From an optimization exercise on the open Yosys and OpenROAD flow, aimed at small area, a short achievable clock period and few clock cycles; shortcuts taken in it are not production practice.
At most, simulation tests tie the RTL to the original design; equivalence was not proved.
For runs 1 to 3, only the layout was checked, not whether the RTL still works.
Power and IR drop assume default switching activity.

==> design/flow/design.v <==
module prb_link #(
    parameter PANEL_W     = 240,
    parameter PANEL_H     = 240,
    parameter LINE_W      = 160,
    parameter SRC_H       = 144,
    parameter MADCTL_INIT = 8'h00,
    parameter COLMOD_16BPP = 8'h55,
    parameter MS_CYCLES   = 8
) (
    input             clk,
    input             rst,
    input             cmd_valid,
    output            cmd_ready,
    input      [12:0] cmd_addr,
    input      [31:0] cmd_data,
    output reg        rsp_valid,
    output     [7:0]  rsp_code,
    output     [15:0] rsp_off,
    output reg        sck,
    output reg        mosi,
    output reg        dc,
    output reg        csn,
    output reg        rstn,
    output reg        bl
);
    localparam X0 = (PANEL_W - LINE_W) / 2;
    localparam Y0 = (PANEL_H - SRC_H) / 2;
    localparam NRING = LINE_W / 16;
    localparam [3:0] F_NONE        = 4'h0;
    localparam [3:0] F_BAD_ACCESS  = 4'h1;
    localparam [3:0] F_BAD_REG     = 4'h2;
    localparam [3:0] F_NOT_OPEN    = 4'h6;
    localparam [3:0] F_OPEN        = 4'h7;
    localparam [3:0] F_INVERTED    = 4'h8;
    localparam [3:0] F_RANGE       = 4'h9;
    localparam [3:0] F_UNINIT      = 4'hA;
    localparam [3:0] F_PAL_INDEX   = 4'hB;
    localparam [3:0] F_ROW_RANGE   = 4'hE;
    localparam [2:0] OP_INIT  = 3'd0;
    localparam [2:0] OP_WIN   = 3'd1;
    localparam [2:0] OP_FILL  = 3'd2;
    localparam [2:0] OP_DRAW  = 3'd3;
    localparam [2:0] OP_PIXEL = 3'd4;
    localparam [2:0] OP_INV   = 3'd5;
    localparam [2:0] OP_IDLE  = 3'd6;
    localparam [2:0] OP_POWER = 3'd7;
    localparam [1:0] IT_BYTE = 2'd0;
    localparam [1:0] IT_RST0 = 2'd1;
    localparam [1:0] IT_RST1 = 2'd2;
    localparam [1:0] IT_END  = 2'd3;
    localparam [4:0] LB_INVALID = 5'h10;
    localparam [4:0] LB_BADHI   = 5'h11;
    reg [5*LINE_W-1:0] lbr;      
    reg [255:0] palr;            
    reg [15:0]  pal_v;
    reg [3:0]   ph;
    reg         sweep;
    reg         xv;              
    reg         xc;              
    reg         xr;              
    reg [12:0]  xa;
    reg [31:0]  xd;
    reg         xk_mis, xk_lb, xk_pal, xk_reg, xk_drw, xk_op;
    reg         xg;              
    reg [3:0]   xf;              
    reg         ret;             
    reg [7:0]   lb_ok;
    reg [7:0]  w_cs, w_ce, w_rs, w_re;
    reg        c_inv, c_rng, r_inv, r_rng;
    reg [15:0] f_col;
    reg [7:0]  f_x, f_y, f_w, f_h;   
    reg        f_xb, f_yb, f_wb, f_hb;
    reg        f_wz, f_hz;
    reg        sopen;
    reg        rdy;
    reg        s_idle, s_scan, s_pre, s_next, s_byte, s_wait;
    reg [2:0]  op;
    reg        o_draw, o_fill;
    reg [4:0]  step;
    reg [7:0]  col, row;
    reg        half;
    reg        lc_r, lr_r;       
    reg [4:0]  lbq;
    reg        scv;
    reg [3:0]  nidx;
    reg        ni_v;
    reg [15:0] pcol;
    reg        pc_v;
    reg [7:0]  sh;
    reg [2:0]  bc;
    reg        blast;            
    reg        pfe;
    reg [1:0]  pw;
    reg [10:0] wcnt;
    reg        wz;               
    reg [3:0]  rcode;
    reg [12:0] roff;
    reg [1:0]  ik;
    reg [7:0]  iv;
    reg        idc, ife, ipix;
    reg [1:0]  ipw;
    assign cmd_ready = rdy;
    assign rsp_code  = {4'h0, rcode};
    assign rsp_off   = {3'b000, roff};
    wire [4:0]  rsel   = xa[6:2];
    wire [7:0]  lb_i   = xa[9:2];
    wire [3:0]  pal_k  = xa[5:2];
    wire [15:0] d_lo   = xd[15:0];
    wire [15:0] d_hi   = xd[31:16];
    wire        xk_wr  = xk_lb | xk_pal;
    wire        x_new  = xv & ~xc & ~xr;                     
    wire        x_run  = x_new & ~xk_op & ~xk_wr;            
    wire        x_go   = xc & xg;                            
    wire        lb_kg  = (xd[7:4] == 4'h0) & pal_v[xd[3:0]];
    wire [8:0]  f_xe   = {1'b0, f_x} + {1'b0, f_w};         
    wire [8:0]  f_ye   = {1'b0, f_y} + {1'b0, f_h};
    wire        f_orng = f_xb | f_wb | f_yb | f_hb |
                         (f_xe >= PANEL_W) | (f_ye >= PANEL_H);
    reg [3:0] chk;
    always @(*) begin
        chk = F_NONE;
        if (xk_drw) begin
            if (sopen)              chk = F_OPEN;
            else if (d_lo >= SRC_H) chk = F_ROW_RANGE;
        end else begin
            case (rsel)
                5'h13: begin  
                    if (sopen)                chk = F_OPEN;
                    else if (c_inv | r_inv)   chk = F_INVERTED;
                    else if (c_rng | r_rng)   chk = F_RANGE;
                end
                5'h14: begin  
                    if (sopen)                chk = F_OPEN;
                    else if (d_lo >= PANEL_W || d_hi >= PANEL_H)
                                              chk = F_RANGE;
                end
                5'h16: begin  
                    if (!sopen)               chk = F_NOT_OPEN;
                end
                5'h1B: begin  
                    if (sopen)                chk = F_OPEN;
                    else if (f_wz | f_hz)     chk = F_INVERTED;
                    else if (f_orng)          chk = F_RANGE;
                end
                default: begin  
                    if (sopen)                chk = F_OPEN;
                end
            endcase
        end
    end
    wire [12:0] a      = cmd_addr;
    wire        acc    = cmd_valid & rdy;
    wire        a_mis  = (a[1:0] != 2'b00);
    wire        a_lb   = ~a_mis & (a[12:10] == 3'b100) & (a[9:2] < LINE_W);
    wire        a_pal  = ~a_mis & (a[12:6] == 7'b0000100);
    wire        a_reg  = ~a_mis & (a[12:7] == 6'd0) & a[6];
    wire        a_drw  = ~a_mis & (a[12:2] == 11'h020);
    wire        a_op   = a_drw | (a_reg &
                         ((a[6:2] == 5'h10) | (a[6:2] == 5'h13) | (a[6:2] == 5'h14) |
                          (a[6:2] == 5'h16) | ((a[6:2] >= 5'h1B) & (a[6:2] != 5'h1E))));
    wire        a_al   = (a[5:2] == ph_n);
    wire        a_next = ~a_op & (~(a_lb | a_pal) | a_al);
    wire [3:0]  ph_n   = ph + 4'd1;
    wire [15:0] pal_port = palr[15:0];
    wire [4:0]  x_code = (xd[7:4] != 4'h0) ? LB_BADHI : {1'b0, xd[3:0]};
    reg  [4:0]  lbp;      
    integer k;
    always @(*) begin
        lbp = 5'd0;
        for (k = 0; k < NRING; k = k + 1)
            if (col[7:4] == k)
                lbp = lbr[16*k*5 +: 5];
    end
    wire        pix    = o_fill | o_draw;
    wire        lastc  = o_draw ? (row == LINE_W - 1) : (col == f_w);
    wire        lastr  = o_draw | (row == f_h);
    reg [1:0]  it_k;
    reg [7:0]  it_v;
    reg        it_dc;     
    reg        it_fe;     
    reg        it_pix;    
    reg [1:0]  it_pw;     
    always @(*) begin
        it_k   = IT_BYTE;
        it_v   = 8'h00;
        it_dc  = 1'b1;
        it_fe  = 1'b0;
        it_pix = 1'b0;
        it_pw  = 2'd0;
        case (step)
            5'd0:  it_k = IT_RST0;
            5'd1:  it_k = IT_RST1;
            5'd2:  begin it_v = 8'h01; it_dc = 1'b0; it_fe = 1'b1; it_pw = 2'd1; end
            5'd3:  begin it_v = 8'h11; it_dc = 1'b0; it_fe = 1'b1; it_pw = 2'd2; end
            5'd4:  begin it_v = 8'h3A; it_dc = 1'b0; end
            5'd5:  begin it_v = COLMOD_16BPP; it_fe = 1'b1; end
            5'd6:  begin it_v = 8'h36; it_dc = 1'b0; end
            5'd7:  begin it_v = MADCTL_INIT; it_fe = 1'b1; end
            5'd8:  begin it_v = 8'h2A; it_dc = 1'b0; end
            5'd10: it_v = w_cs;
            5'd12: begin it_v = w_ce; it_fe = 1'b1; end
            5'd13: begin it_v = 8'h2B; it_dc = 1'b0; end
            5'd15: it_v = w_rs;
            5'd17: begin it_v = w_re; it_fe = 1'b1; end
            5'd18: begin it_v = 8'h2C; it_dc = 1'b0; it_fe = 1'b1; end
            5'd19: begin
                if (op == OP_INIT) begin
                    it_v = 8'h13; it_dc = 1'b0; it_fe = 1'b1;
                end else if (pix) begin
                    it_pix = 1'b1; it_fe = half & lastc & lastr;
                end else
                    it_k = IT_END;
            end
            5'd20: begin
                if (op == OP_INIT) begin
                    it_v = 8'h29; it_dc = 1'b0; it_fe = 1'b1; it_pw = 2'd3;
                end else
                    it_k = IT_END;
            end
            5'd22: begin
                it_dc = 1'b0; it_fe = 1'b1;
                case (op)
                    OP_INV:  it_v = {7'b0010000, xd[0]};
                    OP_IDLE: it_v = {7'b0011100, xd[0]};
                    default: begin
                        it_v  = {7'b0001000, ~xd[0]};
                        it_pw = xd[0] ? 2'd0 : 2'd3;
                    end
                endcase
            end
            5'd24: it_v = xd[15:8];
            5'd25: it_v = xd[7:0];
            5'd9, 5'd11, 5'd14, 5'd16: it_v = 8'h00;
            default: it_k = IT_END;
        endcase
    end
    wire [15:0] pc    = o_fill ? f_col : pcol;
    wire [7:0]  pbyte = half ? pc[7:0] : pc[15:8];
    wire need  = s_next | (blast & (pw == 2'd0)) | (s_wait & wz);
    wire stall = ipix & o_draw & ~half & ~pc_v;
    wire ld    = need & ~stall;
    wire lo_ld = ld & ipix & half;
    wire fetch   = o_draw & ~s_idle & ~s_scan;
    wire lb_cap  = fetch & ~ni_v & (col[3:0] == ph) & (col < LINE_W);
    wire pal_cap = fetch & ni_v & (nidx == ph) & (~pc_v | lo_ld);
    wire scan_al  = (col[3:0] == ph);
    wire scan_bad = s_scan & scv & (lbq[4] | ~pal_v[lbq[3:0]]);
    wire scan_ok  = s_scan & scv & ~scan_bad & (col == LINE_W);
    wire op_end  = (ld & (ik == IT_END)) | scan_bad;
    wire x_cons  = ret | x_run | (xc & ~xg) | (xr & op_end);
    wire xv_n    = acc | (xv & ~x_cons);
    wire ret_n   = acc ? ((a_lb | a_pal) & a_al)
                       : (xv & ~x_cons & xk_wr & (pal_k == ph_n));
    wire done_n  = acc ? a_next : ret_n;
    wire sweep_n = sweep & (ph != 4'd15);
    integer r, s;
    always @(posedge clk) begin
        for (r = 0; r < NRING; r = r + 1) begin
            for (s = 0; s < 15; s = s + 1)
                lbr[(16*r+s)*5 +: 5] <= lbr[(16*r+s+1)*5 +: 5];
            if (sweep)
                lbr[(16*r+15)*5 +: 5] <= LB_INVALID;
            else if (ret & xk_lb & (lb_i[7:4] == r))
                lbr[(16*r+15)*5 +: 5] <= x_code;
            else
                lbr[(16*r+15)*5 +: 5] <= lbr[(16*r)*5 +: 5];
        end
        for (s = 0; s < 15; s = s + 1)
            palr[16*s +: 16] <= palr[16*(s+1) +: 16];
        palr[16*15 +: 16] <= (ret & xk_pal) ? d_lo : pal_port;
    end
    always @(posedge clk) begin
        lbq  <= lbp;
        ik   <= it_k;
        iv   <= it_v;
        idc  <= it_dc;
        ife  <= it_fe;
        ipix <= it_pix;
        ipw  <= it_pw;
        lc_r <= lastc;
        lr_r <= lastr;
        if (rdy) begin
            xa     <= cmd_addr;
            xd     <= cmd_data;
            xk_mis <= a_mis;
            xk_lb  <= a_lb;
            xk_pal <= a_pal;
            xk_reg <= a_reg;
            xk_drw <= a_drw;
            xk_op  <= a_op;
        end
        if (x_new) begin
            xg <= (chk == F_NONE);
            xf <= chk;
        end
        if (lb_cap)
            nidx <= lbp[3:0];
        if (pal_cap)
            pcol <= pal_port;
    end
    always @(posedge clk) begin
        if (rst) begin
            ph    <= 4'd0;
            sweep <= 1'b1;
            pal_v <= 16'h0000;
            lb_ok <= 8'd0;
        end else begin
            ph    <= ph_n;
            sweep <= sweep_n;
            if (ret & xk_pal)
                pal_v[pal_k] <= 1'b1;
            if (ret & xk_lb) begin
                if (lb_i == lb_ok && lb_kg)
                    lb_ok <= lb_ok + 8'd1;
                else if (lb_i < lb_ok && !lb_kg)
                    lb_ok <= lb_i;
            end
            if (scan_bad)
                lb_ok <= roff[9:2];
            if (scan_ok)
                lb_ok <= LINE_W;
        end
    end
    always @(posedge clk) begin
        if (rst) begin
            rdy       <= 1'b0;
            xv        <= 1'b0;
            xc        <= 1'b0;
            xr        <= 1'b0;
            ret       <= 1'b0;
            s_idle    <= 1'b1;
            s_scan    <= 1'b0;
            s_pre     <= 1'b0;
            s_next    <= 1'b0;
            s_byte    <= 1'b0;
            s_wait    <= 1'b0;
            op        <= OP_INIT;
            o_draw    <= 1'b0;
            o_fill    <= 1'b0;
            step      <= 5'd0;
            rsp_valid <= 1'b0;
            rcode     <= 4'h0;
            roff      <= 13'h0;
            sck       <= 1'b0;
            mosi      <= 1'b0;
            dc        <= 1'b1;
            csn       <= 1'b1;
            rstn      <= 1'b1;
            bl        <= 1'b0;
            w_cs <= 8'd0; w_ce <= 8'd0; w_rs <= 8'd0; w_re <= 8'd0;
            c_inv <= 1'b0; c_rng <= 1'b0; r_inv <= 1'b0; r_rng <= 1'b0;
            f_col <= 16'h0;
            f_x <= 8'd0; f_y <= 8'd0; f_w <= 8'd0; f_h <= 8'd0;
            f_xb <= 1'b0; f_yb <= 1'b0; f_wb <= 1'b0; f_hb <= 1'b0;
            f_wz <= 1'b1; f_hz <= 1'b1;
            sopen     <= 1'b0;
            pfe       <= 1'b0;
            pw        <= 2'd0;
            blast     <= 1'b0;
            wz        <= 1'b0;
            scv       <= 1'b0;
            half      <= 1'b0;
            col       <= 8'd0;
            row       <= 8'd0;
            ni_v      <= 1'b0;
            pc_v      <= 1'b0;
        end else begin
            rsp_valid <= 1'b0;
            rdy       <= ~sweep_n & (~xv_n | done_n);
            xv        <= xv_n;
            ret       <= ret_n;
            xc        <= x_new & xk_op;
            if (x_go)
                xr <= 1'b1;
            if (xr & op_end)
                xr <= 1'b0;
            s_pre     <= 1'b0;
            if (s_pre)
                s_next <= 1'b1;
            if (ret) begin
                rsp_valid <= 1'b1;
                rcode     <= F_NONE;
                roff      <= 13'h0;
            end
            if (x_run) begin
                rsp_valid <= 1'b1;
                rcode     <= F_NONE;
                roff      <= 13'h0;
                if (xk_mis) begin
                    rcode <= F_BAD_ACCESS;
                    roff  <= xa;
                end else if (!xk_reg) begin
                    rcode <= F_BAD_REG;
                    roff  <= xa;
                end else begin
                    case (rsel)
                        5'h11: begin  
                            w_cs  <= xd[7:0];
                            w_ce  <= xd[23:16];
                            c_inv <= (d_lo > d_hi);
                            c_rng <= (d_hi >= PANEL_W);
                        end
                        5'h12: begin  
                            w_rs  <= xd[7:0];
                            w_re  <= xd[23:16];
                            r_inv <= (d_lo > d_hi);
                            r_rng <= (d_hi >= PANEL_H);
                        end
                        5'h15: begin  
                            if (sopen) begin
                                rcode <= F_OPEN; roff <= xa;
                            end else begin
                                sopen <= 1'b1;
                                csn   <= 1'b0;
                            end
                        end
                        5'h17: begin  
                            if (!sopen) begin
                                rcode <= F_NOT_OPEN; roff <= xa;
                            end else begin
                                sopen <= 1'b0;
                                csn   <= 1'b1;
                            end
                        end
                        5'h18: f_col <= d_lo;
                        5'h19: begin
                            f_x <= xd[7:0];   f_xb <= (xd[15:8] != 8'd0);
                            f_y <= xd[23:16]; f_yb <= (xd[31:24] != 8'd0);
                        end
                        5'h1A: begin
                            f_w <= xd[7:0] - 8'd1;   f_wb <= (xd[15:8] != 8'd0);
                            f_h <= xd[23:16] - 8'd1; f_hb <= (xd[31:24] != 8'd0);
                            f_wz <= (xd[15:0] == 16'd0);
                            f_hz <= (xd[31:16] == 16'd0);
                        end
                        default: bl <= xd[0];  
                    endcase
                end
            end
            if (xc & ~xg) begin
                rsp_valid <= 1'b1;
                rcode     <= xf;
                roff      <= xa;
            end
            if (x_go) begin
                s_idle <= 1'b0;
                s_pre  <= 1'b1;
                o_draw <= 1'b0;
                o_fill <= 1'b0;
                if (xk_drw) begin
                    op     <= OP_DRAW;
                    o_draw <= 1'b1;
                    col    <= lb_ok;
                    scv    <= 1'b0;
                    if (lb_ok == LINE_W) begin
                        w_cs <= X0;
                        w_ce <= X0 + LINE_W - 1;
                        w_rs <= Y0 + xd[7:0];
                        w_re <= Y0 + xd[7:0];
                        c_inv <= 1'b0; c_rng <= 1'b0; r_inv <= 1'b0; r_rng <= 1'b0;
                        step <= 5'd8;
                        col  <= 8'd0;
                        row  <= 8'd0;
                        half <= 1'b0;
                        ni_v <= 1'b0;
                        pc_v <= 1'b0;
                    end else begin
                        s_pre  <= 1'b0;
                        s_scan <= 1'b1;
                    end
                end else begin
                    case (rsel)
                        5'h10: begin  
                            w_cs <= 8'd0; w_ce <= PANEL_W - 1;
                            w_rs <= 8'd0; w_re <= PANEL_H - 1;
                            c_inv <= 1'b0; c_rng <= 1'b0; r_inv <= 1'b0; r_rng <= 1'b0;
                            op   <= OP_INIT;
                            step <= 5'd0;
                        end
                        5'h13: begin  
                            op   <= OP_WIN;
                            step <= 5'd8;
                        end
                        5'h14: begin  
                            w_cs <= xd[7:0];   w_ce <= xd[7:0];
                            w_rs <= xd[23:16]; w_re <= xd[23:16];
                            c_inv <= 1'b0; c_rng <= 1'b0; r_inv <= 1'b0; r_rng <= 1'b0;
                            op   <= OP_WIN;
                            step <= 5'd8;
                        end
                        5'h16: begin  
                            op   <= OP_PIXEL;
                            step <= 5'd24;
                        end
                        5'h1B: begin  
                            w_cs <= f_x; w_ce <= f_xe[7:0];
                            w_rs <= f_y; w_re <= f_ye[7:0];
                            c_inv <= 1'b0; c_rng <= 1'b0; r_inv <= 1'b0; r_rng <= 1'b0;
                            op     <= OP_FILL;
                            o_fill <= 1'b1;
                            step   <= 5'd8;
                            col    <= 8'd0;
                            row    <= 8'd0;
                            half   <= 1'b0;
                        end
                        default: begin  
                            op   <= (rsel == 5'h1C) ? OP_INV :
                                    (rsel == 5'h1F) ? OP_IDLE : OP_POWER;
                            step <= 5'd22;
                        end
                    endcase
                end
            end
            if (s_scan) begin
                scv <= scan_al;
                if (scan_al) begin
                    col  <= col + 8'd1;
                    roff <= {1'b1, 2'b00, col, 2'b00};
                end
                if (scan_bad) begin
                    if (lbq[4]) begin
                        rcode <= lbq[0] ? F_PAL_INDEX : F_UNINIT;
                        roff  <= roff;
                    end else begin
                        rcode <= F_UNINIT;
                        roff  <= {5'b00001, 2'b00, lbq[3:0], 2'b00};
                    end
                    rsp_valid <= 1'b1;
                    s_scan    <= 1'b0;
                    s_idle    <= 1'b1;
                end else if (scan_ok) begin
                    w_cs <= X0;
                    w_ce <= X0 + LINE_W - 1;
                    w_rs <= Y0 + xd[7:0];
                    w_re <= Y0 + xd[7:0];
                    c_inv <= 1'b0; c_rng <= 1'b0; r_inv <= 1'b0; r_rng <= 1'b0;
                    step <= 5'd8;
                    col  <= 8'd0;
                    row  <= 8'd0;
                    half <= 1'b0;
                    ni_v <= 1'b0;
                    pc_v <= 1'b0;
                    s_scan <= 1'b0;
                    s_pre  <= 1'b1;
                end
            end
            if (lb_cap) begin
                ni_v <= 1'b1;
                col  <= col + 8'd1;
            end
            if (pal_cap) begin
                ni_v <= 1'b0;
                pc_v <= 1'b1;
            end else if (lo_ld)
                pc_v <= 1'b0;
            if (s_byte) begin
                if (!sck) begin
                    sck   <= 1'b1;
                    csn   <= 1'b0;
                    blast <= (bc == 3'd7);
                end else if (!blast) begin
                    sck  <= 1'b0;
                    mosi <= sh[6];
                    sh   <= {sh[6:0], 1'b0};
                    bc   <= bc + 3'd1;
                end else begin
                    sck   <= 1'b0;
                    blast <= 1'b0;
                    if (pw != 2'd0) begin
                        csn    <= 1'b1;
                        pfe    <= 1'b0;
                        pw     <= 2'd0;
                        wcnt   <= (pw == 2'd1) ? 11'd1198 :
                                  (pw == 2'd2) ? 11'd958 : 11'd959;
                        wz     <= 1'b0;
                        s_byte <= 1'b0;
                        s_wait <= 1'b1;
                    end else if (stall) begin
                        s_byte <= 1'b0;
                        s_next <= 1'b1;
                    end
                end
            end
            if (s_wait) begin
                wcnt <= wcnt - 11'd1;
                wz   <= (wcnt == 11'd1);
                if (wz & stall) begin
                    s_wait <= 1'b0;
                    s_next <= 1'b1;
                end
            end
            if (ld) begin
                if (pfe)
                    csn <= 1'b1;
                pfe    <= 1'b0;
                step   <= step + 5'd1;
                s_next <= 1'b0;
                s_byte <= 1'b0;
                s_wait <= 1'b0;
                case (ik)
                    IT_BYTE: begin
                        sh     <= ipix ? pbyte : iv;
                        mosi   <= ipix ? pbyte[7] : iv[7];
                        dc     <= idc;
                        bc     <= 3'd0;
                        pfe    <= ife;
                        pw     <= ipw;
                        s_byte <= 1'b1;
                        if (ipix) begin
                            step <= step;
                            if (!half) begin
                                half <= 1'b1;
                            end else begin
                                half <= 1'b0;
                                if (o_draw) begin
                                    if (lc_r) step <= 5'd20;
                                    else row <= row + 8'd1;
                                end else if (lc_r) begin
                                    col <= 8'd0;
                                    if (lr_r) step <= 5'd20;
                                    else row <= row + 8'd1;
                                end else
                                    col <= col + 8'd1;
                            end
                        end
                    end
                    IT_RST0: begin
                        rstn   <= 1'b0;
                        wcnt   <= 11'd799;
                        wz     <= 1'b0;
                        s_wait <= 1'b1;
                    end
                    IT_RST1: begin
                        rstn   <= 1'b1;
                        wcnt   <= 11'd798;
                        wz     <= 1'b0;
                        s_wait <= 1'b1;
                    end
                    default: begin
                        rsp_valid <= 1'b1;
                        rcode     <= F_NONE;
                        roff      <= 13'h0;
                        s_idle    <= 1'b1;
                    end
                endcase
            end
        end
    end
endmodule
==> design/flow/flow/run.sh <==
#!/bin/bash
# The standard layout (the standard.sh) with: port buffers of buf_4 cells
# instead of the slow delay buffers buffer_ports picks by default; timing
# repair aiming at 5 ns of setup slack; larger clock-tree sink clusters and
# no dummy clock loads.
set -euo pipefail
bash standard.sh \
  BUFFER_PORTS_ARGS="-buffer_cell sky130_fd_sc_hd__buf_4" \
  SETUP_SLACK_MARGIN=5.3 \
  CTS_ARGS="-sink_clustering_enable -repair_clock_nets -sink_clustering_size 30 -sink_clustering_max_diameter 80 -dont_use_dummy_load" \
  finish > standard.log 2>&1
==> design/flow/standard.sh <==
#!/bin/bash
# synth_recipe.tcl (not shown) runs the flow's synth.tcl, then flattens the netlist and writes it again
# the make line also repeats each setting of config.mk as NAME=value (left out here)
make -C /OpenROAD-flow-scripts/flow DESIGN_CONFIG=/design/flow/config.mk WORK_HOME=/design/flow/orfs CLKGATE_MAP_FILE= SYNTH_SCRIPT=/design/flow/synth_recipe.tcl "${@:-finish}"
==> design/flow/config.mk <==
export PLATFORM = sky130hd
export DESIGN_NAME = prb_link
export DESIGN_NICKNAME = prb_link
export VERILOG_FILES = /design/flow/design.v
export SDC_FILE = /design/flow/constraint.sdc
export NUM_CORES = 4
export LEC_CHECK = 0
export CAP_MARGIN = 20
export CORE_MARGIN = 2
export CORE_UTILIZATION = 65
export PLACE_DENSITY = 0.75
export SLEW_MARGIN = 20
==> design/flow/constraint.sdc <==
create_clock -name core_clock -period 8.0 [get_ports {clk}]
set_input_delay 1.6000 -clock core_clock [delete_from_list [all_inputs] [get_ports {clk}]]
set_output_delay 1.6000 -clock core_clock [all_outputs]
set_load 0.01 [all_outputs]
==> results of run 1 <==
## power by group
part / total, uW / leakage (uW) / switching, uW / internal [uW]
clock network: 3200 / 0.000678 / 1970 / 1230
registers: 6870 / 0.0111 / 7.81 / 6860
logic: 93.9 / 0.00465 / 55.8 / 38.2
total: 10200 / 0.0164 / 2030 / 8140
## layout make-up
type	count	area, um^2	share of cell area, %
Inverter	64	255	0.589
Sequential cell	1364	28300	65.4
Clock buffer	55	1380	3.17
Multi-Input combinational cell	1543	10800	25.0
Tap cell	782	978	2.26
Timing Repair Buffer	176	1580	3.64
## cell usage in the layout (no fill, tap or decap), types with 47 or more instances in the layout
| cell | netlist | layout |
|---|---|---|
| a211oi_1 | 54 | 52 |
| dfxtp_1 | 1268 | 1230 |
| clkbuf_16 | 0 | 55 |
| xnor2_1 | 47 | 47 |
| ha_1 | 72 | 66 |
| nand3_1 | 63 | 62 |
| nor2_1 | 252 | 244 |
| buf_4 | 9 | 138 |
| edfxtp_1 | 96 | 96 |
| nand2_1 | 168 | 166 |
| a21oi_1 | 138 | 133 |
| mux2i_1 | 105 | 105 |
| o21ai_0 | 60 | 59 |
| inv_1 | 62 | 58 |
## worst max-delay path, delay by kind of cell, from the launching register on
| kind | cells | cell delay, ps |
|---|---|---|
| flops | 1 | 360 |
| buf+inv | 2 | 230 |
## worst paths after layout
kind / from / endpoint / depth (start not counted)
worst max-delay path: rdy / cmd_ready / 2
worst min-delay path: lbr[514] / lbr[509] / 0
worst max register to register: xa[4] / xf[0] / 8
worst min register to register: lbr[514] / lbr[509] / 0
## metrics by stage
stage	hold WS [ps]	setup WS, ps	area (um^2)	util (%)	std cells
after global placement	310	4280	40600	67.4	3849
after detailed placement	312	4150	40600	67.4	3849
final	299	5200	43400	72.0	3984
after CTS	294	5180	42800	71.0	3950
after global routing	299	5170	43400	72.0	3984
after floorplan	310	5270	39500	-	3123
## per-layer routing
layer  global-route usage (%)  share of wire, %  vias up
met5                        0                 0        -
met4                     12.2               4.4        0
met3                     3.67               5.6      249
met2                     51.2                48      913
met1                     40.6                42    11500
li1                         -                 -    10900
## timing repair
action	CTS	global route
cloned	3	0
resized for setup	99	66
buffers inserted	43	34
pin swaps	9	23
endpoints found under the setup margin	146	101
## cells by family (layout without fill, tap and decap cells)
group,count (synthesis),in the layout,synth area share (%)
adders and majority gates,75,75,2.41
muxes,150,150,4.46
other,1,7,0.00950
AOI/OAI and AO/OA,533,534,9.15
DFF,1364,1364,71.6
buffers and inverters,217,295,2.24
and+or+nand+nor,697,697,8.34
xor gates and xnor gates,80,80,1.78
==> summary.txt, run 1 <==
Fin crit period -> 2800 ps
Top post-synthesis cells by count -> dfxtp_1, nor2_1, nand2_1, a21oi_1, clkbuf_1
Highest achievable clock rate -> 357 MHz
Cts hold-fix bufs -> 0
H-tree depth -> 2
Distinct cells, synth -> 97
1st-pass router iterations -> 7
Number of setup violations in the final report -> 0
1st-iter DRT viols -> 2141
DRC violations left -> 0
Final nets -> 3326
Total negative setup slack -> 0 ps
Largest register FFs -> 800
Grt ovf -> 0
Pwr/cell area -> 234 nW/um^2
R2R Setup Slk -> 5320 ps
Sequential-to-total area share from yosys stat -> 71.6%
Post-synthesis cell area -> 39500 um^2
Crit end category -> primary output
Max VDD drop -> 0.287 mV
Rel. slew slack -> 19.2%
Final ANT Viol Nets -> 0
RSZ-0062 raised after global routing -> true
Clock Sinks -> 1364
Worst skew pair latency -> 700 ps
Vias in the first global route -> 23700
Tcrit/Tclk final -> 35.0%
Setup CP Type -> flip-flop to primary output
Row Count -> 90
Status -> complete, no violations
Via Count -> 23600
Data arrival, critical path -> 1200 ps
Synth area leader -> dfxtp_1
Routed wire per std cell -> 24.0 um
Seq cells post-synth -> 1364
Gate Count Post-Synth -> 3117
CTS tree -> yes
Crit path cell chain -> buf_12 > buf_6
Port Buffers -> 72
Most flops, register -> lbr
Post-DR vias/cell -> 5.92
Skew final -> 93.3 ps
Synth warn -> 1
Crit path required time -> 6400 ps
Die width -> 250 um
CTS clock-pin slew for the worst setup and hold paths -> 110 ps
Hold WC Path Type -> flip-flop to flip-flop
Crit-path slowest cell -> dfxtp_4
Dpl hpwl -> 60500 um
Initial core utilization -> 65.5%
Main synth FF type -> dfxtp_1
Area of the core -> 60200 um^2
Fin. max-slew vios -> 0
Final WL -> 95800 um
Share of cells above drive strength 1 -> 12.8%
Crit start category -> flip-flop
Placer Congestion -> 0.975
First-pass GRT wire length -> 145000 um
# fillers -> 3800
Num CTS Buffers -> 55
Leakage -> 0.0164 uW
Max Cap Viol -> 0
GRT Overall Usage -> 30.5%
IO Pins -> 80
Count leader, synth -> dfxtp_1
Mean post-synth cell area -> 12.7 um^2
Clock Root Buffer -> clkbuf_16
Initial antenna violation count -> 3
Post-synth EDFFs -> 96
Max clock buf depth -> 3
Largest registers -> lbr: 800 flops, palr: 256 flops, xd: 32 flops
Largest net degree at the start of global routing -> 76
Total power -> 10200 uW
Die Y -> 250 um
Slowest stage delay, CP -> 360 ps
Ant diodes -> 0
Area Growth Syn to Fin -> 9.87%
Synth top area share -> 64.3%
DIE AREA -> 62700 um^2
Fin. Hold Viols -> 0
Ys async rst share -> 0%
Max FO, Critical Path -> 2
Area contributors post-synth -> dfxtp_1, edfxtp_1, mux2i_1
Least-Margin Pin Slew -> 1200 ps
==> inputs of run 2 (changes only) <==
--- a/design/flow/flow/run.sh
+++ b/design/flow/flow/run.sh
@@ -7,5 +7,5 @@
 bash standard.sh \
   BUFFER_PORTS_ARGS="-buffer_cell sky130_fd_sc_hd__buf_4" \
-  SETUP_SLACK_MARGIN=5.3 \
+  SETUP_SLACK_MARGIN=5 \
   CTS_ARGS="-sink_clustering_enable -repair_clock_nets -sink_clustering_size 30 -sink_clustering_max_diameter 80 -dont_use_dummy_load" \
   finish > standard.log 2>&1
--- a/design/flow/config.mk
+++ b/design/flow/config.mk
@@ -6,4 +6,5 @@
 export NUM_CORES = 4
 export LEC_CHECK = 0
+export ABC_AREA = 1
 export CAP_MARGIN = 20
 export CORE_MARGIN = 2
==> summary.txt, run 2 <==
Crit path required time -> 8330 ps
Main synth FF type -> dfxtp_1
Largest family of logic cells by synthesized area -> simple AND/OR/NAND/NOR gates
Final WL -> 117000 um
Worst R2R Path Depth -> 12
Sw power -> 2080 uW
Fin crit period -> 3000 ps
Hold depth -> 0
First-pass GRT wire length -> 173000 um
Sequential power share -> 67.0%
Compound-Gate Fraction of Synth Area -> 9.36%
Worst skew pair latency -> 680 ps
Row Count -> 90
Leakage -> 0.0173 uW
Simple-gate area share of the yosys netlist -> 11.5%
Placer Congestion -> 0.980
Synth warn -> 1
Sequential-to-total area share from yosys stat -> 70.7%
R2R Setup Slk -> 5000 ps
Most flops, register -> lbr
CTS tree -> yes
Initial antenna violation count -> 5
Mean post-synth cell area -> 10.9 um^2
Status -> complete, no violations
Crit end category -> flip-flop
Seq cells post-synth -> 1364
Gate Count Post-Synth -> 3655
Initial core utilization -> 66.0%
Max Cap Viol -> 0
Count leader, synth -> dfxtp_1
Post-synthesis xor/xnor area fraction -> 1.03%
Area contributors post-synth -> dfxtp_1, edfxtp_1, nand2_1
Final ANT Viol Nets -> 0
1st-pass router iterations -> 6
Ys async rst share -> 0%
Max VDD drop -> 0.241 mV
Via Count -> 27300
CTS clock-pin slew for the worst setup and hold paths -> 110 ps
Total negative setup slack -> 0 ps
Vias in the first global route -> 27500
Share of cells above drive strength 1 -> 7.57%
Final nets -> 3851
Most common cell after layout, fill and taps aside -> dfxtp_1
Die width -> 252 um
Power Internal -> 8180 uW
Number of setup violations in the final report -> 0
Setup CP Type -> flip-flop to flip-flop
Least-Margin Pin Slew -> 1160 ps
Adder-cell share of the synthesized area -> 2.35%
Largest net degree at the start of global routing -> 91
Area of the core -> 60600 um^2
Max FO, Critical Path -> 4
GRT Overall Usage -> 36.5%
Pre-CTS setup slack -> 3830 ps
Power share of the clock group -> 32.1%
Max clock buf depth -> 3
DIE AREA -> 63500 um^2
Area Growth Syn to Fin -> 7.09%
Grt ovf -> 0
Post-DR vias/cell -> 6.05
Synth top area share -> 63.5%
Hold WC Path Type -> flip-flop to flip-flop
IO Pins -> 80
Highest achievable clock rate -> 334 MHz
Pwr/cell area -> 240 nW/um^2
Skew final -> 88.3 ps
Top post-synthesis cells by count -> dfxtp_1, nand2_1, inv_1, nor2_1, o21ai_0
Fin. max-slew vios -> 0
Die Y -> 252 um
Most frequent cells in the layout -> dfxtp_1, nand2_1, inv_1
Final worst setup slack -> 5000 ps
Crit start category -> flip-flop
Clock Root Buffer -> clkbuf_16
Num CTS Buffers -> 57
H-tree depth -> 2
Fin. Hold Viols -> 0
Sw Ratio -> 20.3%
Routed wire per std cell -> 25.9 um
1st-iter DRT viols -> 3417
Rel. slew slack -> 21.9%
Crit-path slowest cell -> fa_2
Synth area leader -> dfxtp_1
Post-synthesis cell area -> 40000 um^2
Combinational share of power -> 0.9%
Dpl hpwl -> 76400 um
Data arrival, critical path -> 3330 ps
Distinct cells, synth -> 74
Crit path cell chain -> ha_1 > fa_2 > nand3_1 > nand3_1 > xnor2_1 > nor2_1 > nand2_1 > nand4_1 > nand2_1 > nand2_1 > nand2_1 > nand2_1
Tcrit/Tclk final -> 37.5%
# fillers -> 3849
Mux share of post-synthesis cell area -> 0.191%
Slowest stage delay, CP -> 420 ps
CP most frequent cell -> nand2_1
Post-synth EDFFs -> 96
Cts hold-fix bufs -> 0
Largest register FFs -> 800
RSZ-0062 raised after global routing -> true
Clock Sinks -> 1364
Port Buffers -> 72
Largest registers -> lbr: 800 flops, palr: 256 flops, xd: 32 flops
DRC violations left -> 0
[run 2: changes by cell type after synthesis, moves of 37 or more]
cell      previous run  this run
nor2b_1             37         0
o21ai_0             60       230
a22oi_1             42         4
nand3_1             63       136
mux2i_1            105         2
clkbuf_1           117        41
nand2_1            168       519
inv_1               62       335
a211oi_1            54        15
xnor2_1             47         9
a21oi_1            138       207
[run 2: cells by family (layout without fill, tap and decap cells)]
logic type	after synthesis	in the layout
AOI/OAI and AO/OA	654	654
other	1	8
buffers and inverters	465	530
adders and majority gates	74	74
and+or+nand+nor	1043	1044
muxes	7	7
xor gates and xnor gates	47	47
DFF	1364	1364
[run 2: stage by stage]
step	hold WS, ps	power, uW	util (%)	std cells	area, um^2
after detailed placement	312	7120	67.9	4439	41100
after global placement	309	7110	67.9	4439	41100
after global routing	246	10500	70.6	4509	42800
after floorplan	310	7080	-	3661	40000
final	246	10300	70.6	4510	42800
after CTS	255	10300	70.4	4498	42600
[run 2: what timing repair did]
action                                  CTS  global route
endpoints found under the setup margin   80            80
pin swaps                                 0             2
buffers inserted                          2            10
resized for setup                        15            25
cloned                                    0             1
[run 2: worst max-delay path: cells and delay by family (launching register included)]
family,cells,cell delay (ps)
adder cells (fa/ha/maj),2,730
XOR/XNOR,1,390
flip-flops,1,410
AND/OR/NAND/NOR,9,1160
[run 2: per-layer routing]
metal / global-route usage (%) / vias up / share of wire, %
met1: 47.5 / 13000 / 39
met4: 20.7 / 2 / 6.5
met3: 6.10 / 491 / 9.0
li1: - / 12100 / -
met5: 0 / - / 0.0094
met2: 58.3 / 1769 / 46
[run 2: cell type report]
type / count / area (um^2) / area share, %
diodes: 1 / 2.50 / 0.00585
clock buffers: 57 / 1430 / 3.33
inverters: 375 / 1460 / 3.40
multi-input cells: 1833 / 9890 / 23.1
flip-flops and latches: 1364 / 28300 / 66.1
well taps: 782 / 978 / 2.29
repair buffers: 98 / 761 / 1.78
[run 2: power groups by stage]
stage / sequential (uW) / combinational, uW / clock, uW
floorplan: 7030 / 51.9 / 0
global placement: 7030 / 83.4 / 0
detailed placement: 7030 / 86.8 / 0
CTS: 6870 / 88.4 / 3290
global route: 6880 / 97.3 / 3490
finish: 6870 / 89.7 / 3290
[run 2: path summary, 6_finish.rpt]
path	start	to
setup / recovery	f_h[0]	xf[3]
setup reg to reg	f_h[0]	xf[3]
hold / removal	palr[223]	palr[207]
hold reg to reg	palr[223]	palr[207]
==> inputs of run 3 (changes only) <==
--- a/design/flow/flow/run.sh
+++ b/design/flow/flow/run.sh
@@ -7,5 +7,5 @@
 bash standard.sh \
   BUFFER_PORTS_ARGS="-buffer_cell sky130_fd_sc_hd__buf_4" \
-  SETUP_SLACK_MARGIN=5 \
+  SETUP_SLACK_MARGIN=5.6 \
   CTS_ARGS="-sink_clustering_enable -repair_clock_nets -sink_clustering_size 30 -sink_clustering_max_diameter 80 -dont_use_dummy_load" \
   finish > standard.log 2>&1
--- a/design/flow/config.mk
+++ b/design/flow/config.mk
@@ -6,5 +6,4 @@
 export NUM_CORES = 4
 export LEC_CHECK = 0
-export ABC_AREA = 1
 export CAP_MARGIN = 20
 export CORE_MARGIN = 2
==> summary.txt, run 3 <==
Status -> complete, no violations
1st-iter DRT viols -> 2192
Routed wire per std cell -> 25.1 um
Largest register FFs -> 800
H-tree depth -> 2
Final ANT Viol Nets -> 0
First-pass GRT wire length -> 152000 um
CTS clock-pin slew for the worst setup and hold paths -> 110 ps
Crit end category -> primary output
Crit-path slowest cell -> dfxtp_4
RR Startpoint -> xa[6]
Number of setup violations in the final report -> 0
Top post-synthesis cells by count -> dfxtp_1, nor2_1, nand2_1, a21oi_1, clkbuf_1
Clock Sinks -> 1364
Post-synth EDFFs -> 96
DR WL met2 -> 49100 um
Max clock buf depth -> 3
Total power -> 10200 uW
Worst skew pair latency -> 670 ps
Row Count -> 90
Gate Count Post-Synth -> 3117
Synth area leader -> dfxtp_1
Seq cells post-synth -> 1364
Synth warn -> 1
Fin. max-slew vios -> 0
Grt ovf -> 0
DR top layer -> met5
Kind of cell adding the most delay to the critical path -> flip-flops
Placer Congestion -> 0.947
Die width -> 250 um
Crit path required time -> 6400 ps
Mean post-synth cell area -> 12.7 um^2
Max FO, Critical Path -> 2
Ys async rst share -> 0%
Crit path cell chain -> buf_6
Skew final -> 101 ps
Distinct cells, synth -> 97
Post-synthesis cell area -> 39500 um^2
Largest registers -> lbr: 800 flops, palr: 256 flops, xd: 32 flops
Pwr/cell area -> 224 nW/um^2
Count leader, synth -> dfxtp_1
DIE AREA -> 62700 um^2
Leakage -> 0.0172 uW
Main synth FF type -> dfxtp_1
Die Y -> 250 um
Final worst setup slack -> 5300 ps
Tcrit/Tclk final -> 33.8%
Rel. slew slack -> 45.6%
Data arrival, critical path -> 1100 ps
1st-pass router iterations -> 6
Via Count -> 24600
Hold WC Path Type -> flip-flop to flip-flop
Worst setup path start -> rdy
Crit start category -> flip-flop
Area contributors post-synth -> dfxtp_1, edfxtp_1, mux2i_1
M1 wire length -> 41300 um
Max Cap Viol -> 0
CTS tree -> yes
Area Growth Syn to Fin -> 15.4%
Initial antenna violation count -> 2
Largest net degree at the start of global routing -> 80
Highest achievable clock rate -> 370 MHz
Met3 WL -> 7000 um
Num CTS Buffers -> 56
Sequential-to-total area share from yosys stat -> 71.6%
Final nets -> 3413
Post-DR vias/cell -> 6.04
Least-Margin Pin Slew -> 809 ps
Most frequent cells in the layout -> dfxtp_1, nor2_1, buf_4
Fin crit period -> 2700 ps
Total negative setup slack -> 0 ps
Util after Layout -> 75.6%
Dpl hpwl -> 61100 um
Hold path start -> lbr[663]
DRC violations left -> 0
Buf+Inv Stages, Crit Path -> 1
Vias in the first global route -> 24700
Max VDD drop -> 0.303 mV
Share of cells above drive strength 1 -> 19.5%
Most common cell after layout, fill and taps aside -> dfxtp_1
Pre-CTS setup slack -> 4370 ps
Slowest stage delay, CP -> 380 ps
GRT Overall Usage -> 32.0%
IO Pins -> 80
Final WL -> 102000 um
RSZ-0062 raised after global routing -> true
Setup CP Type -> flip-flop to primary output
Fin. Hold Viols -> 0
Clock Root Buffer -> clkbuf_16
Ant diodes -> 0
Initial core utilization -> 65.5%
Synth top area share -> 64.3%
Most flops, register -> lbr
Port Buffers -> 72
Area of the core -> 60200 um^2
run 3: changes by cell type after synthesis, sizes merged, moves of 29 or more:
cell,delta
o211ai,-29
clkbuf,+75
nand3,-78
nor2b,+37
mux2i,+103
a21oi,-67
xnor2,+38
nand2,-369
a211oi,+41
a22oi,+38
o21ai,-187
inv,-304
run 3: layout make-up:
class	instances	area (um^2)
clock buffers	56	1400
fillers	3520	14700
inverters	64	272
multi-input cells	1548	11900
flip-flops and latches	1364	28300
well taps	782	978
repair buffers	257	2680
run 3: repair_timing:
action                                  in CTS  in global routing
buffers inserted                           110                 36
cloned                                      15                  3
gates resized for setup                    297                128
hold buffers                                 0                  0
endpoints found under the setup margin     256                205
pin swaps                                   94                 54
run 3: path summary, 6_finish.rpt:
check	to	slack (ps)	cells after the start
max	cmd_ready	5300	1
min	lbr[658]	290	0
max reg2reg	lb_ok[7]	5320	10
min reg2reg	lbr[658]	290	0
run 3: cells by family after synthesis:
logic type               count (synthesis)  synth area share, %
AO/OA/AOI/OAI                          533                 9.15
XOR/XNOR                                80                 1.78
multiplexers                           150                 4.46
AND/OR/NAND/NOR                        697                 8.34
other                                    1              0.00950
buffers and inverters                  217                 2.24
flip-flops                            1364                 71.6
adder cells (fa/ha/maj)                 75                 2.41
run 3: metrics by stage:
step,hold WS (ps),area [um^2],cells
after floorplan,310,39700,3123
after global placement,309,40800,3851
after detailed placement,312,40800,3851
after CTS,291,44600,4032
after global routing,278,45500,4071
final,291,45500,4071
run 3: where the power goes:
part	switching, uW	total [uW]	internal, uW
clock	1970	3230	1260
sequential	8.11	6870	6860
combinational	63.6	111	47.3
run 3: layer usage:
metal,up-vias,track usage [%]
met5,-,0
met1,12100,41.9
li1,11100,-
met3,293,4.36
met4,2,13.9
met2,1149,53.7
==> inputs of run 4 (changes only) <==
--- a/design/flow/design.v
+++ b/design/flow/design.v
@@ -88,4 +88,5 @@
     reg        pc_v;
     reg [7:0]  sh;
+    reg        hi;               
     reg [2:0]  bc;
     reg        blast;            
@@ -280,5 +281,5 @@
         lc_r <= lastc;
         lr_r <= lastr;
-        if (rdy) begin
+        if (rdy | ~xv) begin
             xa     <= cmd_addr;
             xd     <= cmd_data;
@@ -298,4 +299,8 @@
         if (pal_cap)
             pcol <= pal_port;
+        if (ld & (ik == IT_BYTE))
+            hi <= 1'b0;
+        else if (s_byte)
+            hi <= ~hi;
     end
     always @(posedge clk) begin
@@ -313,9 +318,7 @@
                 if (lb_i == lb_ok && lb_kg)
                     lb_ok <= lb_ok + 8'd1;
-                else if (lb_i < lb_ok && !lb_kg)
-                    lb_ok <= lb_i;
+                else if (!lb_kg)
+                    lb_ok <= 8'd0;
             end
-            if (scan_bad)
-                lb_ok <= roff[9:2];
             if (scan_ok)
                 lb_ok <= LINE_W;
@@ -555,5 +558,5 @@
                 pc_v <= 1'b0;
             if (s_byte) begin
-                if (!sck) begin
+                if (!hi) begin
                     sck   <= 1'b1;
                     csn   <= 1'b0;
==> summary.txt, run 4 <==
Tcrit/Tclk final -> 33.7%
Crit-path slowest cell -> dfxtp_2
Largest family of logic cells by synthesized area -> simple AND/OR/NAND/NOR gates
Num CTS Buffers -> 56
Adder-cell share of the synthesized area -> 2.17%
Initial core utilization -> 65.5%
Count leader, synth -> dfxtp_1
Highest achievable clock rate -> 370 MHz
H-tree depth -> 2
Power share of the clock group -> 31.0%
DIE AREA -> 62400 um^2
Die width -> 250 um
Compound-Gate Fraction of Synth Area -> 8.75%
Via Count -> 23800
Worst Setup EP -> mosi
Final instance area -> 44300 um^2
Power Internal -> 8240 uW
Number of setup violations in the final report -> 0
Fin. Hold Viols -> 0
DRC violations left -> 0
Port Buffers -> 72
Worst setup path start -> mosi
CTS clock-pin slew for the worst setup and hold paths -> 110 ps
Final WL -> 97100 um
Max Cap Viol -> 0
Final nets -> 3374
Placer Congestion -> 0.935
Largest register FFs -> 800
IO Pins -> 80
Main synth FF type -> dfxtp_1
Max clock buf depth -> 3
Largest registers -> lbr: 800 flops, palr: 256 flops, xd: 32 flops
Dpl hpwl -> 59200 um
Post-DR vias/cell -> 5.88
Worst skew pair latency -> 650 ps
CTS tree -> yes
RR Startpoint -> f_w[0]
Initial antenna violation count -> 1
Cell Area, Placed -> 40500 um^2
Vias in the first global route -> 23500
Fin. max-slew vios -> 0
Slowest stage delay, CP -> 340 ps
Pwr/cell area -> 234 nW/um^2
Leakage -> 0.0170 uW
Ant diodes -> 0
Least-Margin Pin Slew -> 1090 ps
Mean post-synth cell area -> 12.6 um^2
Rel. slew slack -> 27.1%
Crit end category -> primary output
Combinational share of power -> 2.4%
1st-pass router iterations -> 9
Max FO, Critical Path -> 2
Mux share of post-synthesis cell area -> 3.90%
Distinct cells, synth -> 91
Die Y -> 250 um
Final ANT Viol Nets -> 0
Sequential power share -> 66.6%
Skew final -> 93.9 ps
# fillers -> 3668
Share of cells above drive strength 1 -> 16.8%
Data arrival, critical path -> 1100 ps
Post-synthesis cell area -> 39300 um^2
Most flops, register -> lbr
Status -> complete, no violations
RSZ-0062 raised after global routing -> true
Sw power -> 2130 uW
Grt ovf -> 0
Max VDD drop -> 0.241 mV
Hold path start -> lbr[544]
Clock Sinks -> 1365
RR Endpoint -> xf[3]
Fin crit period -> 2700 ps
Area Growth Syn to Fin -> 12.6%
Sw Ratio -> 20.5%
Worst R2R Path Depth -> 9
Area of the core -> 60000 um^2
Synth area leader -> dfxtp_1
Top post-synthesis cells by count -> dfxtp_1, nor2_1, nand2_1, a21oi_1, clkbuf_1
GRT Overall Usage -> 30.3%
Buf+Inv Stages, Crit Path -> 1
Synth warn -> 1
Synth top area share -> 64.7%
Post-synthesis xor/xnor area fraction -> 1.96%
R2R Setup Slk -> 5390 ps
Routed wire per std cell -> 24.0 um
Simple-gate area share of the yosys netlist -> 9.02%
Setup CP Type -> flip-flop to primary output
Gate Count Post-Synth -> 3111
Sequential-to-total area share from yosys stat -> 72.0%
First-pass GRT wire length -> 144000 um
Crit start category -> flip-flop
Seq cells post-synth -> 1365
Area contributors post-synth -> dfxtp_1, edfxtp_1, nor2_1
Ys async rst share -> 0%
Kind of cell adding the most delay to the critical path -> flip-flops
Post-synth EDFFs -> 96
Crit path required time -> 6400 ps
Total negative setup slack -> 0 ps
Clock Root Buffer -> clkbuf_16
Hold WC Path Type -> flip-flop to flip-flop
Worst path depth -> 1
Crit path cell chain -> buf_6
1st-iter DRT viols -> 1944
Most frequent cells in the layout -> dfxtp_1, nor2_1, buf_4
Row Count -> 90
Most common cell after layout, fill and taps aside -> dfxtp_1
Largest net degree at the start of global routing -> 52
run 4: worst min path at each step:
stage               endpoint  cells past startpoint  slack [ps]
floorplan             lbr[0]                      0         310
global placement     palr[5]                      0         310
detailed placement  lbr[414]                      0         310
CTS                 lbr[580]                      0         260
global route        lbr[580]                      0         260
finish              lbr[539]                      0         270
run 4: worst register-to-register path, cell delays in order (launching register included):
cell	delay, ps
dfxtp_4	360
ha_4	170
fa_2	410
a211oi_4	230
nor2_1	60
o211ai_1	340
o2111ai_4	260
a211oi_2	230
a31oi_2	150
buf_4	170
run 4: area by class of cell:
cell class	instances	area [um^2]	share of cell area (%)
Timing Repair Buffer	241	2240	5.07
Tap cell	782	978	2.21
Clock buffer	56	1400	3.17
Inverter	55	223	0.503
Sequential cell	1365	28400	64.1
Multi-Input combinational cell	1541	11000	24.9
run 4: per-layer routing:
metal / global-route usage (%) / vias up / part of all wire [%]
met3: 3.85 / 217 / 5.9
met5: 0 / - / 0.014
met2: 50.9 / 914 / 48
met1: 40.7 / 11700 / 42
met4: 10.5 / 2 / 4.1
li1: - / 11000 / -
run 4: kinds of logic (layout without fill, tap and decap cells):
| kind of cell | Yosys count | count (layout) |
|---|---|---|
| AO/OA/AOI/OAI | 508 | 508 |
| other | 1 | 7 |
| adder cells (fa/ha/maj) | 67 | 67 |
| flip-flops | 1365 | 1365 |
| AND/OR/NAND/NOR | 744 | 745 |
| multiplexers | 126 | 126 |
| XOR/XNOR | 88 | 88 |
| buffers and inverters | 212 | 352 |
run 4: metrics by stage:
| step | hold WS [ps] | setup slack [ps] | power, uW | util [%] | instances |
|---|---|---|---|---|---|
| 2_1_floorplan | 310 | 5200 | 7180 | - | 3117 |
| 3_3_place_gp | 310 | 4210 | 7250 | 67.5 | 3844 |
| 3_5_place_dp | 312 | 4200 | 7260 | 67.5 | 3844 |
| 4_1_cts | 258 | 5270 | 10400 | 72.2 | 3982 |
| 5_1_grt | 263 | 5260 | 10600 | 73.7 | 4040 |
| 6_report | 268 | 5300 | 10400 | 73.7 | 4040 |
run 4: power by group through the flow:
| stage | clock, uW | sequential, uW | combinational, uW |
|---|---|---|---|
| floorplan | 0 | 7060 | 117 |
| global placement | 0 | 7080 | 169 |
| detailed placement | 0 | 7080 | 175 |
| CTS | 3240 | 6920 | 222 |
| global route | 3460 | 6920 | 261 |
| finish | 3210 | 6910 | 248 |
run 4: timing repair:
item                                    4_1_cts  5_1_grt
pin swaps                                    38       54
cloned                                        5        1
resized for setup                           190       93
setup buffers                                77       57
endpoints found under the setup margin      269      131
hold buffers                                  0        0
Testbench counts of run 4, summed over its fixed seeds: cycles 170,644.
==> inputs of run 5 (changes only) <==
--- a/design/flow/flow/run.sh
+++ b/design/flow/flow/run.sh
@@ -7,5 +7,5 @@
 bash standard.sh \
   BUFFER_PORTS_ARGS="-buffer_cell sky130_fd_sc_hd__buf_4" \
-  SETUP_SLACK_MARGIN=5.6 \
+  SETUP_SLACK_MARGIN=5.45 \
   CTS_ARGS="-sink_clustering_enable -repair_clock_nets -sink_clustering_size 30 -sink_clustering_max_diameter 80 -dont_use_dummy_load" \
   finish > standard.log 2>&1
==> summary.txt, run 5 <==
Status -> complete, no violations
Fin crit period -> 2760 ps
Hold WC Path Type -> flip-flop to flip-flop
Max FO, Critical Path -> 3
Fin. max-slew vios -> 0
First-pass GRT wire length -> 147000 um
Tcrit/Tclk final -> 34.5%
Worst skew pair latency -> 670 ps
Sequential-to-total area share from yosys stat -> 72.0%
1st-iter DRT viols -> 2040
Die width -> 250 um
CTS tree -> yes
Rel. slew slack -> 25.1%
Synth top area share -> 64.7%
Count leader, synth -> dfxtp_1
Seq cells post-synth -> 1365
Leakage -> 0.0166 uW
Fin. Hold Viols -> 0
Area Growth Syn to Fin -> 10.1%
Crit start category -> flip-flop
Crit-path slowest cell -> dfxtp_4
Main synth FF type -> dfxtp_1
Sequential power share -> 66.5%
Combinational share of power -> 2.0%
Most frequent cells in the layout -> dfxtp_1, nor2_1, nand2_1
Area of the core -> 60000 um^2
IO Pins -> 80
Max Cap Viol -> 0
Post-DR vias/cell -> 5.94
Largest registers -> lbr: 800 flops, palr: 256 flops, xd: 32 flops
Num CTS Buffers -> 57
Post-synth EDFFs -> 96
Ant diodes -> 0
DRC violations left -> 0
RR Endpoint -> xg
Initial antenna violation count -> 5
Hold path start -> palr[33]
Worst R2R Path Depth -> 11
Post-synthesis cell area -> 39300 um^2
Synth warn -> 1
Crit end category -> primary output
Post-route insts no fill -> 3978
Sw power -> 2160 uW
Least-Margin Pin Slew -> 1120 ps
Ys async rst share -> 0%
Skew final -> 89.5 ps
Synth area leader -> dfxtp_1
Largest register FFs -> 800
Mean post-synth cell area -> 12.6 um^2
R2R Setup Slk -> 5370 ps
Pwr/cell area -> 240 nW/um^2
Initial core utilization -> 65.5%
CTS clock-pin slew for the worst setup and hold paths -> 110 ps
Power share of the clock group -> 31.5%
Top post-synthesis cells by count -> dfxtp_1, nor2_1, nand2_1, a21oi_1, clkbuf_1
Share of cells above drive strength 1 -> 13.4%
DIE AREA -> 62400 um^2
Highest achievable clock rate -> 362 MHz
GRT Overall Usage -> 30.8%
1st-pass router iterations -> 6
Routed wire per std cell -> 24.8 um
Total negative setup slack -> 0 ps
Crit path cell chain -> buf_6
RR Startpoint -> xa[3]
Final ANT Viol Nets -> 0
Vias in the first global route -> 23800
Max VDD drop -> 0.344 mV
H-tree depth -> 2
Final nets -> 3312
Placer Congestion -> 0.908
RSZ-0062 raised after global routing -> true
Final WL -> 98800 um
Hold depth -> 0
Gate Count Post-Synth -> 3111
Setup CP Type -> flip-flop to primary output
Buf+Inv Stages, Crit Path -> 1
Hold path endpoint -> palr[17]
Via Count -> 23600
Number of setup violations in the final report -> 0
Kind of cell adding the most delay to the critical path -> flip-flops
Area contributors post-synth -> dfxtp_1, edfxtp_1, nor2_1
Most common cell after layout, fill and taps aside -> dfxtp_1
Most flops, register -> lbr
Distinct cells, synth -> 91
Power Internal -> 8240 uW
Max clock buf depth -> 3
Placed Instances -> 3847
Largest net degree at the start of global routing -> 72
Sw Ratio -> 20.8%
Slowest stage delay, CP -> 380 ps
Dpl hpwl -> 59700 um
Clock Root Buffer -> clkbuf_16
Clock Sinks -> 1365
Die Y -> 250 um
Port Buffers -> 72
Data arrival, critical path -> 1160 ps
Grt ovf -> 0
Crit path required time -> 6400 ps
Row Count -> 90
-- run 5: cell counts after synthesis --
No cell type changed its count.
-- run 5: what timing repair did --
action                     CTS  global route
buffers inserted            52            19
pin swaps                   23            18
gates cloned                 2             1
resized for setup          149            52
setup endpoints to repair  255           106
hold buffers                 0             0
-- run 5: cell type report --
type / count / area, um^2
Fill cell: 3719 / 16700
Inverter: 55 / 226
Sequential cell: 1365 / 28300
Timing Repair Buffer: 178 / 1590
Clock buffer: 57 / 1430
Multi-Input combinational cell: 1541 / 10700
Tap cell: 782 / 978
-- run 5: how the worst max path moves through the flow --
stage	startpoint	endpoint	slack (ps)	cells after the start
after floorplan	cmd_addr[10]	rdy	5200	7
after global placement	rst	roff[11]	3590	5
after detailed placement	rst	roff[0]	3480	5
after CTS	roff[4]	rsp_off[4]	5210	1
after global routing	roff[4]	rsp_off[4]	5200	1
final	roff[4]	rsp_off[4]	5240	1
-- run 5: layer usage --
metal  share of wire [%]  global-route usage (%)  vias to the layer above  wire [um]
li1                    -                       -                    10800          -
met1                  41                    41.3                    11600      41000
met2                  48                    51.5                      972      47700
met3                 5.8                    3.88                      239       5780
met4                 4.3                    12.0                        6       4240
met5               0.028                       0                        -         28
-- run 5: kinds of logic after synthesis --
| logic type | share of synthesized area [%] |
|---|---|
| buffers and inverters | 2.20 |
| and+or+nand+nor | 9.02 |
| AOI/OAI and AO/OA | 8.75 |
| other | 0.00954 |
| adders and majority gates | 2.17 |
| DFF | 72.0 |
| xor gates and xnor gates | 1.96 |
| muxes | 3.90 |
-- run 5: per-stage QoR --
stage          instance area, um^2  worst slack (ps)  hold WS, ps  utilization, %  total power (uW)
2_1_floorplan                39400              5200          310               -              7170
5_1_grt                      43300              5200          280            72.1             10700
3_5_place_dp                 40500              3480          312            67.5              7260
6_report                     43300              5240          287            72.1             10400
3_3_place_gp                 40500              3590          309            67.4              7250
4_1_cts                      42900              5210          299            71.5             10400
-- run 5: power by group through the flow --
stage	combinational, uW	clock [uW]	sequential (uW)
final	213	3280	6920
after detailed placement	177	0	7080
after global routing	227	3500	6920
after global placement	171	0	7080
after floorplan	114	0	7060
after CTS	202	3280	6920
==> inputs of run 6 (changes only) <==
--- a/design/flow/flow/run.sh
+++ b/design/flow/flow/run.sh
@@ -7,5 +7,5 @@
 bash standard.sh \
   BUFFER_PORTS_ARGS="-buffer_cell sky130_fd_sc_hd__buf_4" \
-  SETUP_SLACK_MARGIN=5.45 \
+  SETUP_SLACK_MARGIN=5.3 \
   CTS_ARGS="-sink_clustering_enable -repair_clock_nets -sink_clustering_size 30 -sink_clustering_max_diameter 80 -dont_use_dummy_load" \
   finish > standard.log 2>&1
==> summary.txt, run 6 <==
Status -> complete, no violations
Routed wire per std cell -> 24.2 um
Sequential cell area -> 28300 um^2
Final ANT Viol Nets -> 0
Pre-CTS setup slack -> 3750 ps
Post-DR vias/cell -> 5.92
Skew final -> 89.4 ps
Count leader, synth -> dfxtp_1
Gate Count Post-Synth -> 3111
RSZ-0062 raised after global routing -> true
Cell Area, Placed -> 40500 um^2
Total negative setup slack -> 0 ps
Num CTS Buffers -> 55
Initial core utilization -> 65.5%
H-tree depth -> 2
Dpl hpwl -> 60900 um
Port Buffers -> 72
Fin. max-slew vios -> 0
Most common cell after layout, fill and taps aside -> dfxtp_1
Area Growth Syn to Fin -> 9.31%
Largest registers -> lbr: 800 flops, palr: 256 flops, xd: 32 flops
Rel. slew slack -> 44.0%
Mean post-synth cell area -> 12.6 um^2
Fin. Hold Viols -> 0
Least-Margin Pin Slew -> 836 ps
Via Count -> 23500
Worst skew pair latency -> 670 ps
Setup CP Type -> flip-flop to flip-flop
# fillers -> 3723
Synth area leader -> dfxtp_1
Largest net degree at the start of global routing -> 90
Placer Congestion -> 0.909
Number of setup violations in the final report -> 0
Distinct cells, synth -> 91
Ys async rst share -> 0%
Max clock buf depth -> 3
Area of the core -> 60000 um^2
Synth top area share -> 64.7%
Synth warn -> 1
Main synth FF type -> dfxtp_1
Leakage -> 0.0164 uW
Seq cells post-synth -> 1365
Die width -> 250 um
Clock Root Buffer -> clkbuf_16
Max Cap Viol -> 0
Max FO, Critical Path -> 3
Crit end category -> flip-flop
Final worst setup slack -> 5270 ps
Largest register FFs -> 800
Initial antenna violation count -> 4
Multi-input gate area -> 10600 um^2
Final WL -> 96200 um
First-pass GRT wire length -> 145000 um
Most frequent cells in the layout -> dfxtp_1, nor2_1, nand2_1
1st-pass router iterations -> 7
GRT Overall Usage -> 30.5%
Post-synthesis cell area -> 39300 um^2
Most flops, register -> lbr
Final nets -> 3301
Grt ovf -> 0
Clock Sinks -> 1365
CTS clock-pin slew for the worst setup and hold paths -> 110 ps
Data arrival, critical path -> 3150 ps
1st-iter DRT viols -> 2087
Crit start category -> flip-flop
Sequential-to-total area share from yosys stat -> 72.0%
Final instance area -> 43000 um^2
Row Count -> 90
Cts hold-fix bufs -> 0
IO Pins -> 80
Share of cells above drive strength 1 -> 12.5%
Area contributors post-synth -> dfxtp_1, edfxtp_1, nor2_1
Vias in the first global route -> 23500
Highest achievable clock rate -> 367 MHz
Max VDD drop -> 0.249 mV
DRC violations left -> 0
Die Y -> 250 um
DIE AREA -> 62400 um^2
Fin crit period -> 2730 ps
Top post-synthesis cells by count -> dfxtp_1, nor2_1, nand2_1, a21oi_1, clkbuf_1
Hold WC Path Type -> flip-flop to flip-flop
Crit path required time -> 8430 ps
CTS tree -> yes
Pwr/cell area -> 240 nW/um^2
Post-synth EDFFs -> 96
Tcrit/Tclk final -> 34.1%
## run 6: cell types whose count changed in the layout (fill, tap and decap cells not counted), moves of 3 or more
cell	previous run	this run
ha_2	8	4
dfxtp_4	5	1
buf_6	33	25
nand2_1	166	169
and3_1	24	27
ha_1	53	59
nand2_2	7	4
dfxtp_2	33	36
clkbuf_16	58	55
## run 6: repair_timing
| action | in CTS | in global routing |
|---|---|---|
| buffers inserted | 45 | 19 |
| setup endpoints to repair | 193 | 93 |
| pin swaps | 15 | 9 |
| gates cloned | 0 | 1 |
| resized for setup | 106 | 38 |
## run 6: final cells by class
class,instances,area share [%]
timing repair buffer,169,3.31
sequential,1365,66.0
multi-input combinational,1541,24.7
clock buffer,55,3.20
inverter,55,0.501
tap,782,2.28
antenna,1,0.00583
## run 6: logic make-up after synthesis
logic type	synth area share [%]
buf+inv	2.20
mux	3.90
compound gates	8.75
fa+ha+maj	2.17
simple gates	9.02
other cells	0.00954
xor+xnor	1.96
flops	72.0
## run 6: power by group
group	total, uW	internal (uW)	switching, uW
logic	207	77.5	129
registers	6920	6890	30.3
clock network	3180	1230	1940
total	10300	8200	2100
## run 6: metal layers
metal	global-route usage, %	wire, um
met1	40.3	40100
met2	51.2	46500
met3	4.27	5780
met4	12.0	3770
met5	0	13
## run 6: critical path, cell delays in order (launching register included)
cell	delay, ps
dfxtp_2	350
ha_4	170
fa_2	420
a211oi_4	230
nor2_1	60
o211ai_1	340
o2111ai_2	280
a211oi_2	310
a31oi_2	180
nor3_1	170
## run 6: through the flow
step	std cells	hold WS [ps]	power (uW)	utilization, %
2_1_floorplan	3117	310	7170	-
3_3_place_gp	3847	310	7250	67.5
3_5_place_dp	3847	312	7260	67.5
4_1_cts	3947	288	10300	71.0
5_1_grt	3967	288	10500	71.6
6_report	3968	285	10300	71.6
## run 6: final timing paths
check	from	endpoint	slack (ps)	depth (start not counted)
worst max-delay path	f_x[0]	xg	5270	9
worst min-delay path	palr[189]	palr[173]	290	0
worst max register to register	f_x[0]	xg	5270	9
worst min register to register	palr[189]	palr[173]	290	0

==> re-timing with driven ports <==
The flow's constraints put no driver on any port. The routed layouts listed below were extracted and timed again, unchanged, in two steps.
Step 1, drivers: a clkbuf_16 drives clk and a buf_2 each remaining input, both assumed.
Step 2 also shifts input and output timing later by t, the mid clock arrival at the registers, as if the neighbouring blocks saw the same clock.
a / b / c = no drivers / after step 1 / after step 2; a / b = the first two.
run	shift t [ns]	setup slack, ns	worst setup path at the end	worst register clock-pin slew, ns
run 1	0.718	5.197 / 5.129 / 4.712	input to register	0.12 / 0.12
run 2	0.713	5.002 / 5.002 / 4.494	input to register	0.12 / 0.12
run 3	0.688	5.299 / 5.234 / 4.771	input to register	0.12 / 0.12
run 4	0.679	5.300 / 5.236 / 4.811	input to register	0.12 / 0.12
run 5	0.698	5.237 / 5.173 / 4.838	input to register	0.12 / 0.12
run 6	0.698	5.273 / 5.244 / 4.687	input to register	0.11 / 0.11
After both steps every run listed still meets setup and hold. The setup slack of run 6, which loses most, moves by -0.029 ns with the drivers and by -0.586 ns with both steps.
